From an optimization exercise on the open Yosys and OpenROAD flow, aimed at small area, a short achievable clock period and few clock cycles per item; shortcuts taken in it are not production practice. RTL that was checked went through simulation tests only; none was proved equivalent to the original. Power and IR drop assume default switching activity.

== run Y ==
Design bdgr_dec, start of the top module:
module bdgr_dec (
    input  wire        clk,
    input  wire        rst,
    input  wire        start,
    input  wire [15:0] width,
    input  wire [15:0] height,
    input  wire        pred_med,
    output wire        busy,
    output wire        mismatch,
    input  wire        in_valid,
    input  wire [63:0] in_word,
    output wire        in_ready,
    output wire        out_valid,
    output wire [7:0]  out_pix,
    output wire        out_last,
    input  wire        out_ready,
    input  wire [7:0]  up_pix
);
Size: roughly 2000 cells after synthesis, ~13000 sq um of cells after synthesis.
clock: 12.0 ns
lec_check: 0
abc_area: 1
cap_margin: 20
core_margin: 2
core_utilization: 40
setup_slack_margin: 5
slew_margin: 20
run.sh (not shown) runs the stock make flow with config.mk's settings and CLKGATE_MAP_FILE= SYNTH_SCRIPT=/design/flow/synth_recipe.tcl, a recipe that flattens the netlist after the stock synthesis.
## Diff of input files: run D against run Y
Settings: swapping 40 for 65 in CORE_UTILIZATION.
Findings:
Of run D and run Y, the lower peak per-stage delay on the critical path belongs to run Y. Quantity of gates resized following cts: run D vs run Y identical. In the reports for run D and run Y, the larger setup slack belongs to run Y. Share of total power in combinational logic, run D and run Y: larger value in run D. Comparing run D and run Y, the higher row count is on run Y. Run Y -> run D: leakage dissipation increased slightly. Proportion of layout cells with a drive suffix above 1 up 1.8 points in run D wrt run Y.
No run of this note included a check of the RTL's function; only the layout flow was run.

Setup of try-ember:
bdgr_dec, a different RTL version from the one above (not shown whole).
Size: roughly 1900 cells after synthesis, roughly 0.013 mm² of cells after synthesis.
Settings: LEC_CHECK=0, ABC_AREA=1, CAP_MARGIN=20, CORE_MARGIN=2, CORE_UTILIZATION=40, SETUP_SLACK_MARGIN=5, SLEW_MARGIN=20; clock period 12.0 ns.
standard.sh (not shown) runs the stock make flow with config.mk's settings and CLKGATE_MAP_FILE= SYNTH_SCRIPT=/design/flow/synth_recipe.tcl, a recipe that flattens the netlist after the stock synthesis.
==> flow/flow/run.sh <==
#!/bin/bash
# The standard layout, with plain buf_1 cells as the port buffers (the
# resizer still upsizes them where timing needs it), and power recovery
# after global routing, which downsizes cells off the critical paths.
set -euo pipefail
export BUFFER_PORTS_ARGS="-buffer_cell sky130_fd_sc_hd__buf_1"
bash standard.sh RECOVER_POWER=100 finish > standard.log 2>&1
In try-ember the implementation ran to completion but is not tape-out ready, as the final checks report max-capacitance violations, max-slew violations.
Changes in try-fjord relative to try-ember:
- putting CTS_BUF_LIST at sky130_fd_sc_hd__clkbuf_8 where nothing was set
==> flow/flow/run.sh <==
#!/bin/bash
# The standard layout, with plain buf_1 cells as the port buffers (the
# resizer still upsizes them where timing needs it).
set -euo pipefail
export BUFFER_PORTS_ARGS="-buffer_cell sky130_fd_sc_hd__buf_1"
bash standard.sh > standard.log 2>&1
- try-fjord went all the way through synthesis, placement and routing and the layout is clean on timing, DRC and antenna.
- [flow] try-ember | stages: complete | final checks: fail | reason: max-capacitance violations, max-slew violations
- The run showing the smaller met2 track demand over resource in global routing is try-ember.
- [compare] base=try-ember new=try-fjord: count of antenna diodes in the layout now sits at about the same level, number of gates on the worst path with buffers counted now sits lower, final-layout clock buffer total now sits lower, least setup slack across all paths after layout now sits higher, met3 track demand over resource now sits higher.
- The met1 usage number comes out lower for try-fjord vs try-ember.
- Going from try-ember to try-fjord, remaining max-slew budget at the tightest pin moved up, via count climbed 72, post-route cell area held.
- Sort try-fjord and try-ember by proportion of power drawn by the clock network asc -> top: try-fjord
Input changes introduced in try-yarrow (baseline for comparison: try-fjord):
- CTS_BUF_LIST removed (was sky130_fd_sc_hd__clkbuf_8)
==> flow/flow/run.sh <==
#!/bin/bash
# The standard layout, with plain buf_1 cells as the port buffers (the
# resizer still upsizes them where timing needs it), and timing repair
# aiming 6 ns below the clock period.
set -euo pipefail
export BUFFER_PORTS_ARGS="-buffer_cell sky130_fd_sc_hd__buf_1"
bash standard.sh SETUP_SLACK_MARGIN=6 finish > standard.log 2>&1
The flow did not stop early for try-yarrow: all stages ran, and the layout cleared the timing, design-rule and antenna checks.
Compared with try-fjord, in try-yarrow number of endpoints with negative hold slack in the final report now sits at about the same level; length of routed met3 wiring now sits higher; sequential share of cell area now sits lower; relative area of clock buffers and inverters in the final design now sits higher; setup slack after layout now sits higher.
try-yarrow against try-fjord: count of cells along the worst register-to-register path climbed 4, total power rose by 0.00042 W, transition at the pin with the smallest max-transition slack moved up.
As far as combinational fraction of design power is concerned, try-yarrow and try-fjord perform about the same.
Against try-fjord, cell area in try-yarrow came out worse.
No run of this note included a check of the RTL's function; only the layout flow was run.

JK:
bdgr_dec, a different RTL version from the one above (not shown whole).
Size in the first run: roughly 2,000 cells after synthesis, roughly 110 flip-flops, roughly 120 I/O pins, ~0.013 sq mm of cells after synthesis.
export LEC_CHECK = 0
export ABC_AREA = 1
export CAP_MARGIN = 20
export CORE_MARGIN = 2
export CORE_UTILIZATION = 40
export SETUP_SLACK_MARGIN = 5
export SLEW_MARGIN = 20
export SYNTH_HIERARCHICAL = 1
export SYNTH_MINIMUM_KEEP_SIZE = 0
create_clock -name core_clock -period 12.0 [get_ports {clk}]
==> flow/flow/run.sh <==
#!/bin/bash
# The standard layout, with plain buf_1 cells as the port buffers (the
# resizer still upsizes them where timing needs it), a clock tree with no
# dummy loads, and timing repair aiming 5.4 ns below the clock period.
set -euo pipefail
export BUFFER_PORTS_ARGS="-buffer_cell sky130_fd_sc_hd__buf_1"
export CTS_ARGS="-sink_clustering_enable -repair_clock_nets -dont_use_dummy_load"
bash standard.sh SETUP_SLACK_MARGIN=5.4 finish > standard.log 2>&1
Both conditions hold for JK: the flow ran to the end and the final layout passed the timing, design-rule and antenna checks.
Testbench counts of JK, summed over its fixed seeds: cycles 34,277, items 34,030.
For MS, these inputs were changed with respect to JK:
- a change of CORE_UTILIZATION from 40 to 50
==> notes.md <==
- Diff MS..JK | cell area | negligible
- MS improves on JK in worst-case setup slack after placement.
- Between MS and JK, the area fraction in compound gates after synthesis does not differ in any meaningful way.
- Measured against MS, the half-perimeter wire length of the detailed placement result of JK comes out at 1.06 times the reference value.
- In MS, the routing usage on met1 came out 11 points above the value in JK.
- Max maximum cell stage delay along the critical path across MS and JK: MS
- Row wire length reported by the detailed router: MS lower / JK higher
- [MS vs JK] fraction of standard cell area in multi-input logic: higher in MS
- In MS relative to JK, combinational power had gone up slightly.
- The higher part of the total power dissipated in combinational logic of MS and JK is in MS.
- STATUS worst setup slack: MS wins against JK
--- input diff MS..AL ---
- CORE_UTILIZATION changed from 50 to 40
diff --git a/flow/flow/run.sh b/flow/flow/run.sh
--- a/flow/flow/run.sh
+++ b/flow/flow/run.sh
@@ -4 +4 @@
-# dummy loads, and timing repair aiming 5.4 ns below the clock period.
+# dummy loads, and timing repair aiming 5.2 ns below the clock period.
@@ -8 +8 @@
-bash standard.sh SETUP_SLACK_MARGIN=5.4 finish > standard.log 2>&1
+bash standard.sh SETUP_SLACK_MARGIN=5.2 finish > standard.log 2>&1
Results
AL ends up with a length of the first detailed-routing pass in iterations that is 3 lower than in MS. Measured against each other, MS and AL differ in average wire length per cell after detail routing, the higher figure coming from AL. Looking at capture point of the critical path, the out_pix[6] result is from MS; the out_pix[4] one comes from AL. Sequential share of layout area in AL is 0.19 points above MS. The global router's overall resource usage reported for AL is smaller than that of MS by 4.9 points. For the met3 usage in global routing, AL came in 0.63 points higher than MS did. For worst hold margin, AL and MS come out practically identical. The faster design of the two is MS; AL tops out lower. Going from MS to AL, utilization after layout shrinks by 11 points. Re area of the die: MS and AL aren't equal, and the lower value belongs to MS. AL against MS; final area is down slightly.

The RTL this note starts from:
==> flow/design.v <==
module bdgr_dec (
    input  wire        clk,
    input  wire        rst,
    input  wire        start,
    input  wire [15:0] width,
    input  wire [15:0] height,
    input  wire        pred_med,
    output wire        busy,
    output wire        mismatch,
    input  wire        in_valid,
    input  wire [63:0] in_word,
    output wire        in_ready,
    output wire        out_valid,
    output wire [7:0]  out_pix,
    output wire        out_last,
    input  wire        out_ready,
    input  wire [7:0]  up_pix
);
    localparam [2:0] S_IDLE = 3'd0, S_HDR = 3'd1, S_DEC = 3'd2, S_MISM = 3'd3,
                     S_FLUSH = 3'd4;
    reg [2:0]  state;
    reg        mism_r;
    reg        med_r;
    reg [15:0] w_r;
    reg [15:0] cx, cy;        
    reg        dfc, dfr;      
    reg [19:0] t_r;           
    reg [6:0]  q;             
    reg        pv;            
    reg [7:0]  pr;            
    reg [1:0]  pcls;          
    reg        plast;
    reg [7:0]  prev;          
    reg [7:0]  up_prev;       
    reg [2:0] k;              
    always @(*) begin
        if      (pr <= 8'd1)   k = 3'd0;
        else if (pr <= 8'd4)   k = 3'd1;
        else if (pr <= 8'd8)   k = 3'd2;
        else if (pr <= 8'd16)  k = 3'd3;
        else if (pr <= 8'd32)  k = 3'd4;
        else if (pr <= 8'd64)  k = 3'd5;
        else if (pr <= 8'd128) k = 3'd6;
        else                   k = 3'd7;
    end
    wire [6:0] qk = q + 7'd1 + {4'd0, k};     
    wire [6:0] qe = q + 7'd20;                
    reg [10:0] fit84, fit20;
    integer j;
    always @(*) begin
        for (j = 0; j <= 10; j = j + 1) begin
            fit84[j] = (qk <= 84 - j);
            fit20[j] = (qk <= 20 - j);
        end
    end
    wire esc84 = (q <= 7'd64);
    wire esc20 = (q == 7'd0);
    wire [83:0] s  = {in_word, t_r};
    wire [82:0] s6 = q[6] ? {s[82:20], s[83:64]} : s[82:0];
    wire [50:0] s5 = q[5] ? s6[82:32] : s6[50:0];
    wire [34:0] s4 = q[4] ? s5[50:16] : s5[34:0];
    wire [26:0] s3 = q[3] ? s4[34:8]  : s4[26:0];
    wire [22:0] s2 = q[2] ? s3[26:4]  : s3[22:0];
    wire [20:0] s1 = q[1] ? s2[22:2]  : s2[20:0];
    wire [19:0] win = q[0] ? s1[20:1] : s1[19:0];
    reg [3:0] z;              
    integer i;
    always @(*) begin
        z = 4'd11;
        for (i = 10; i >= 0; i = i - 1)
            if (win[i]) z = i[3:0];
    end
    wire esc = ~|win[10:0];
    wire [14:0] u3   = {win[15:11], z[3] ? win[18:9] : win[10:1]};
    wire [10:0] u2   = z[2] ? u3[14:4] : u3[10:0];
    wire [8:0]  u1   = z[1] ? u2[10:2] : u2[8:0];
    wire [7:0]  rest = z[0] ? u1[8:1]  : u1[7:0];
    wire [7:0]  m    = rest & ((8'd1 << k) - 8'd1);
    wire [14:0] rq   = ({11'd0, z} << k) | {7'd0, m};
    wire [7:0]  r    = esc ? win[19:12] : rq[7:0];
    wire have = in_valid ? (|(win[10:0] & fit84) | (esc & esc84))
                         : (|(win[10:0] & fit20) | (esc & esc20));
    wire last_col = (cx == 16'd1);
    wire last_row = (cy == 16'd1);
    wire last_sym = last_col & last_row;
    wire [7:0] v;
    bdgr_dec_pix u_pix (.pr(pr), .prev(prev), .up_pix(up_pix), .up_prev(up_prev),
                        .pcls(pcls), .v(v));
    wire flush_word = (q > 7'd20);            
    assign busy      = (state != S_IDLE);
    assign mismatch  = mism_r;
    assign in_ready  = ((state == S_DEC) & q[6]) | (state == S_MISM) |
                       ((state == S_FLUSH) & flush_word);
    assign out_valid = pv & ((state != S_FLUSH) | ~flush_word | in_valid);
    assign out_pix   = v;
    assign out_last  = plast;
    wire hdr_ok   = (in_word[15:0] == cx) & (in_word[31:16] == cy);
    wire dec_on   = (state == S_DEC) | ((state == S_HDR) & hdr_ok);
    wire take     = in_valid & in_ready;
    wire out_fire = out_valid & out_ready;
    wire dec_fire = dec_on & have & (~pv | out_ready);
    wire [6:0] qa = dec_fire ? (esc ? qe : qk + {3'd0, z}) : q;
    always @(posedge clk) begin
        if (rst) begin
            state  <= S_IDLE;
            mism_r <= 1'b0;
            pv     <= 1'b0;
        end else begin
            if (dec_fire) begin
                pv    <= 1'b1;
                pr    <= r;
                pcls  <= (~med_r | dfr) ? 2'd0 : (dfc ? 2'd1 : 2'd2);
                plast <= last_sym;
            end else if (out_fire) begin
                pv    <= 1'b0;
            end
            if (out_fire) begin
                prev    <= v;
                up_prev <= up_pix;
            end
            if (dec_fire) begin
                if (last_col) begin
                    cx  <= w_r;
                    cy  <= cy - 16'd1;
                    dfc <= 1'b1;
                    dfr <= 1'b0;
                end else begin
                    cx  <= cx - 16'd1;
                    dfc <= 1'b0;
                end
            end
            if ((state == S_DEC) | (state == S_HDR))
                q <= {qa[6] & ~take, qa[5:0]};
            else if (take)
                q <= 7'd0;
            if (take)
                t_r <= in_word[63:44];
            case (state)
                S_IDLE: begin
                    if (start) begin
                        state  <= S_HDR;
                        mism_r <= 1'b0;
                        med_r  <= pred_med;
                        w_r    <= width;
                        cx     <= width;
                        cy     <= height;
                        dfc    <= 1'b1;
                        dfr    <= 1'b1;
                        prev   <= 8'd0;
                        pr     <= 8'd255;
                        q      <= 7'd52;
                    end
                end
                S_HDR: begin
                    if (dec_fire & last_sym)
                        state <= S_FLUSH;
                    else if (in_valid)
                        state <= hdr_ok ? S_DEC : S_MISM;
                end
                S_MISM: begin
                    if (in_valid) begin
                        mism_r <= 1'b1;
                        state  <= S_IDLE;
                    end
                end
                S_DEC: begin
                    if (dec_fire & last_sym)
                        state <= S_FLUSH;
                end
                S_FLUSH: begin
                    if (out_fire & plast)
                        state <= S_IDLE;
                end
                default: state <= S_IDLE;
            endcase
        end
    end
endmodule
module bdgr_dec_pix (
    input  wire [7:0] pr,         
    input  wire [7:0] prev,       
    input  wire [7:0] up_pix,     
    input  wire [7:0] up_prev,    
    input  wire [1:0] pcls,       
    output wire [7:0] v
);
    wire [7:0] d  = pr[0] ? ~{1'b0, pr[7:1]} : {1'b0, pr[7:1]};    
    wire [7:0] na = prev;
    wire [7:0] nb = up_pix;
    wire [7:0] nc = up_prev;
    function [7:0] padd(input [7:0] a, input [7:0] b, input ci);
        reg [7:0] g, p, gg, pp;
        integer i, l;
        begin
            g = a & b;
            p = a ^ b;
            gg = g; pp = p;
            for (l = 1; l < 8; l = l * 2)
                for (i = 7; i >= l; i = i - 1) begin
                    gg[i] = gg[i] | (pp[i] & gg[i-l]);
                    pp[i] = pp[i] & pp[i-l];
                end
            padd[0] = p[0] ^ ci;
            for (i = 1; i < 8; i = i + 1)
                padd[i] = p[i] ^ (gg[i-1] | (pp[i-1] & ci));
        end
    endfunction
    wire [7:0] va = na + d;                   
    wire [7:0] cs = na ^ ~nc ^ d;             
    wire [7:0] cc = (na & ~nc) | (na & d) | (~nc & d);
    wire [7:0] e  = padd(cs, {cc[6:0], 1'b1}, 1'b0);
    wire [7:0] vb = padd(nb, d, 1'b0);        
    wire [7:0] vc = padd(nb, e, 1'b0);        
    function [1:0] cmp8(input [7:0] a, input [7:0] b);
        reg [7:0] l, q;
        reg [3:0] l2, q2;
        reg [1:0] l4, q4;
        integer i;
        begin
            l = ~a & b;
            q = ~(a ^ b);
            for (i = 0; i < 4; i = i + 1) begin
                l2[i] = l[2*i+1] | (q[2*i+1] & l[2*i]);
                q2[i] = q[2*i+1] & q[2*i];
            end
            for (i = 0; i < 2; i = i + 1) begin
                l4[i] = l2[2*i+1] | (q2[2*i+1] & l2[2*i]);
                q4[i] = q2[2*i+1] & q2[2*i];
            end
            cmp8 = {l4[1] | (q4[1] & l4[0]), q4[1] & q4[0]};
        end
    endfunction
    wire [1:0] cab = cmp8(na, nb);
    wire [1:0] ccb = cmp8(nc, nb);
    wire [1:0] cca = cmp8(nc, na);
    wire le_a   = ~cca[1];                    
    wire lt     = cab[1];                     
    wire c_lt_b = ccb[1];                     
    wire c_le_b = ccb[1] | ccb[0];            
    wire med    = pcls[1];
    wire sel_b  = (pcls == 2'd1) | (med & (le_a ^ lt));
    wire sel_c  = med & (le_a ? c_lt_b : ~c_le_b);
    wire sel_a  = ~sel_b & ~sel_c;
    assign v = ({8{sel_a}} & va) | ({8{sel_b}} & vb) | ({8{sel_c}} & vc);
endmodule
export LEC_CHECK = 0
export ABC_AREA = 1
export CAP_MARGIN = 20
export CORE_MARGIN = 2
export CORE_UTILIZATION = 40
export SETUP_SLACK_MARGIN = 5
export SLEW_MARGIN = 20
export SYNTH_HIERARCHICAL = 1
export SYNTH_MINIMUM_KEEP_SIZE = 0
create_clock -name core_clock -period 12.0 [get_ports {clk}]
==> flow/flow/run.sh <==
#!/bin/bash
# The standard layout, with plain buf_1 cells as the port buffers (the
# resizer still upsizes them where timing needs it), a clock tree with no
# dummy loads, and timing repair aiming 5.3 ns below the clock period.
set -euo pipefail
export BUFFER_PORTS_ARGS="-buffer_cell sky130_fd_sc_hd__buf_1"
export CTS_ARGS="-sink_clustering_enable -repair_clock_nets -dont_use_dummy_load"
bash standard.sh SETUP_SLACK_MARGIN=5.3 finish > standard.log 2>&1
The baseline passed the timing, design-rule and antenna checks.
Testbench counts at the start, summed over its fixed seeds: cycles 34,277, items 34,030.
==> next run, changes <==
==> flow/flow/run.sh (replaced) <==
#!/bin/bash
# The standard layout, with plain buf_1 cells as the port buffers (the
# resizer still upsizes them where timing needs it), a clock tree with no
# dummy loads, and timing repair aiming 5.7 ns below the clock period.
set -euo pipefail
export BUFFER_PORTS_ARGS="-buffer_cell sky130_fd_sc_hd__buf_1"
export CTS_ARGS="-sink_clustering_enable -repair_clock_nets -dont_use_dummy_load"
bash standard.sh SETUP_SLACK_MARGIN=5.7 finish > standard.log 2>&1
What happened: Power climbs by a few percent; routed wire length climbs by a few percent; sequential power climbs slightly.
==> next run, changes <==
==> flow/flow/run.sh (replaced) <==
#!/bin/bash
# The standard layout, with plain buf_1 cells as the port buffers (the
# resizer still upsizes them where timing needs it), a clock tree with no
# dummy loads, and timing repair aiming 6.0 ns below the clock period.
set -euo pipefail
export BUFFER_PORTS_ARGS="-buffer_cell sky130_fd_sc_hd__buf_1"
export CTS_ARGS="-sink_clustering_enable -repair_clock_nets -dont_use_dummy_load"
bash standard.sh SETUP_SLACK_MARGIN=6.0 finish > standard.log 2>&1
Outcome: The new run produced a clean layout; non-clock buffer count grows by 6; wire length hardly moves; via count came out higher by 0.65%; worst hold slack degrades by 0.0091 ns; clock-buffer cell count does not change; synthesized cell count stays the same; total power is higher by 4.3%; sequential cell count does not change; design area is higher by 1.7%; die area is unchanged; sequential share of layout area fell by 0.38 points.
==> next run, changes <==
==> flow/flow/run.sh (replaced) <==
#!/bin/bash
# The standard layout, with plain buf_1 cells as the port buffers (the
# resizer still upsizes them where timing needs it), a clock tree with no
# dummy loads, and timing repair aiming 5.5 ns below the clock period.
set -euo pipefail
export BUFFER_PORTS_ARGS="-buffer_cell sky130_fd_sc_hd__buf_1"
export CTS_ARGS="-sink_clustering_enable -repair_clock_nets -dont_use_dummy_load"
bash standard.sh SETUP_SLACK_MARGIN=5.5 finish > standard.log 2>&1
The new run went through all stages and came out clean.
Combinational power went down by a little under a tenth.
Worst hold slack gains 0.0092 ns.
Global-route usage went down by 0.42 points.
Count of clock-buffer cells in the layout is unchanged.
Design area went down by a few percent.
Routed wire length went down slightly.
Non-clock buffer count went down by 18.
==> next run, changes <==
==> flow/flow/run.sh (replaced) <==
#!/bin/bash
# The standard layout, with plain buf_1 cells as the port buffers (the
# resizer still upsizes them where timing needs it), and a clock tree with
# larger sink clusters and no dummy loads.
set -euo pipefail
export BUFFER_PORTS_ARGS="-buffer_cell sky130_fd_sc_hd__buf_1"
export CTS_ARGS="-sink_clustering_enable -repair_clock_nets -dont_use_dummy_load -sink_clustering_size 30"
bash standard.sh > standard.log 2>&1
What happened:
- The changed run finished with timing, DRC and antenna clean
- combinational power decreases by about 4%
- sequential cell count stays the same
- global-route usage barely changes
- non-clock buffer count decreases by 8

==> static timing again, ports no longer ideal <==
In the flow no input, the clock included, has a driving cell. The finished layouts below were timed again as built, in two steps. Step 1 assumes that a clkbuf_16 drives the clock port and a buf_2 every other input. Step 2 moves the port delays by t, midway between the first and last clock arrival at a register: inputs arrive t later, outputs are due t later. That takes back most of the time a late clock gives input paths. Slacks: ideal ports / drivers / drivers and shift; pairs: ideal ports / drivers.
| run | t, ns | slack for setup (ns) | hold slack, ns | latest minus earliest clock arrival (ns) | pins driven straight from the clock port |
|---|---|---|---|---|---|
| run Y | 0.418 | 4.987 / 4.935 / 4.964 | 0.502 / 0.502 / 0.502 | 0.007 / 0.007 | 1 |
| run D | 0.429 | 4.349 / 4.309 / 4.309 | 0.508 / 0.508 / 0.508 | 0.016 / 0.016 | 1 |
| try-ember | 0.428 | 4.234 / 4.234 / 4.234 | 0.488 / 0.488 / 0.488 | 0.014 / 0.014 | 1 |
| try-fjord | 0.479 | 5.060 / 5.036 / 5.036 | 0.497 / 0.497 / 0.497 | 0.020 / 0.019 | 1 |
| try-yarrow | 0.443 | 5.258 / 5.209 / 5.209 | 0.492 / 0.492 / 0.492 | 0.015 / 0.014 | 1 |
| JK | 0.428 | 5.517 / 5.496 / 5.496 | 0.489 / 0.489 / 0.489 | 0.036 / 0.036 | 1 |
| MS | 0.402 | 5.545 / 5.503 / 5.476 | 0.490 / 0.490 / 0.490 | 0.042 / 0.042 | 1 |
| AL | 0.431 | 5.343 / 5.322 / 5.322 | 0.490 / 0.490 / 0.490 | 0.033 / 0.034 | 1 |
| the first run of note 4 | 0.430 | 5.457 / 5.436 / 5.436 | 0.489 / 0.489 / 0.489 | 0.036 / 0.036 | 1 |
| the second run of note 4 | 0.431 | 5.637 / 5.571 / 5.571 | 0.490 / 0.490 / 0.490 | 0.035 / 0.035 | 1 |
| the third run of note 4 | 0.424 | 5.673 / 5.605 / 5.605 | 0.481 / 0.481 / 0.481 | 0.030 / 0.029 | 1 |
| the fourth run of note 4 | 0.430 | 5.568 / 5.543 / 5.530 | 0.490 / 0.490 / 0.490 | 0.034 / 0.034 | 1 |
| the fifth run of note 4 | 0.430 | 5.236 / 5.214 / 5.214 | 0.490 / 0.490 / 0.490 | 0.034 / 0.035 | 1 |
For MS, which loses most, drivers alone change the setup slack by -0.042 ns; drivers and shift together by -0.069 ns.
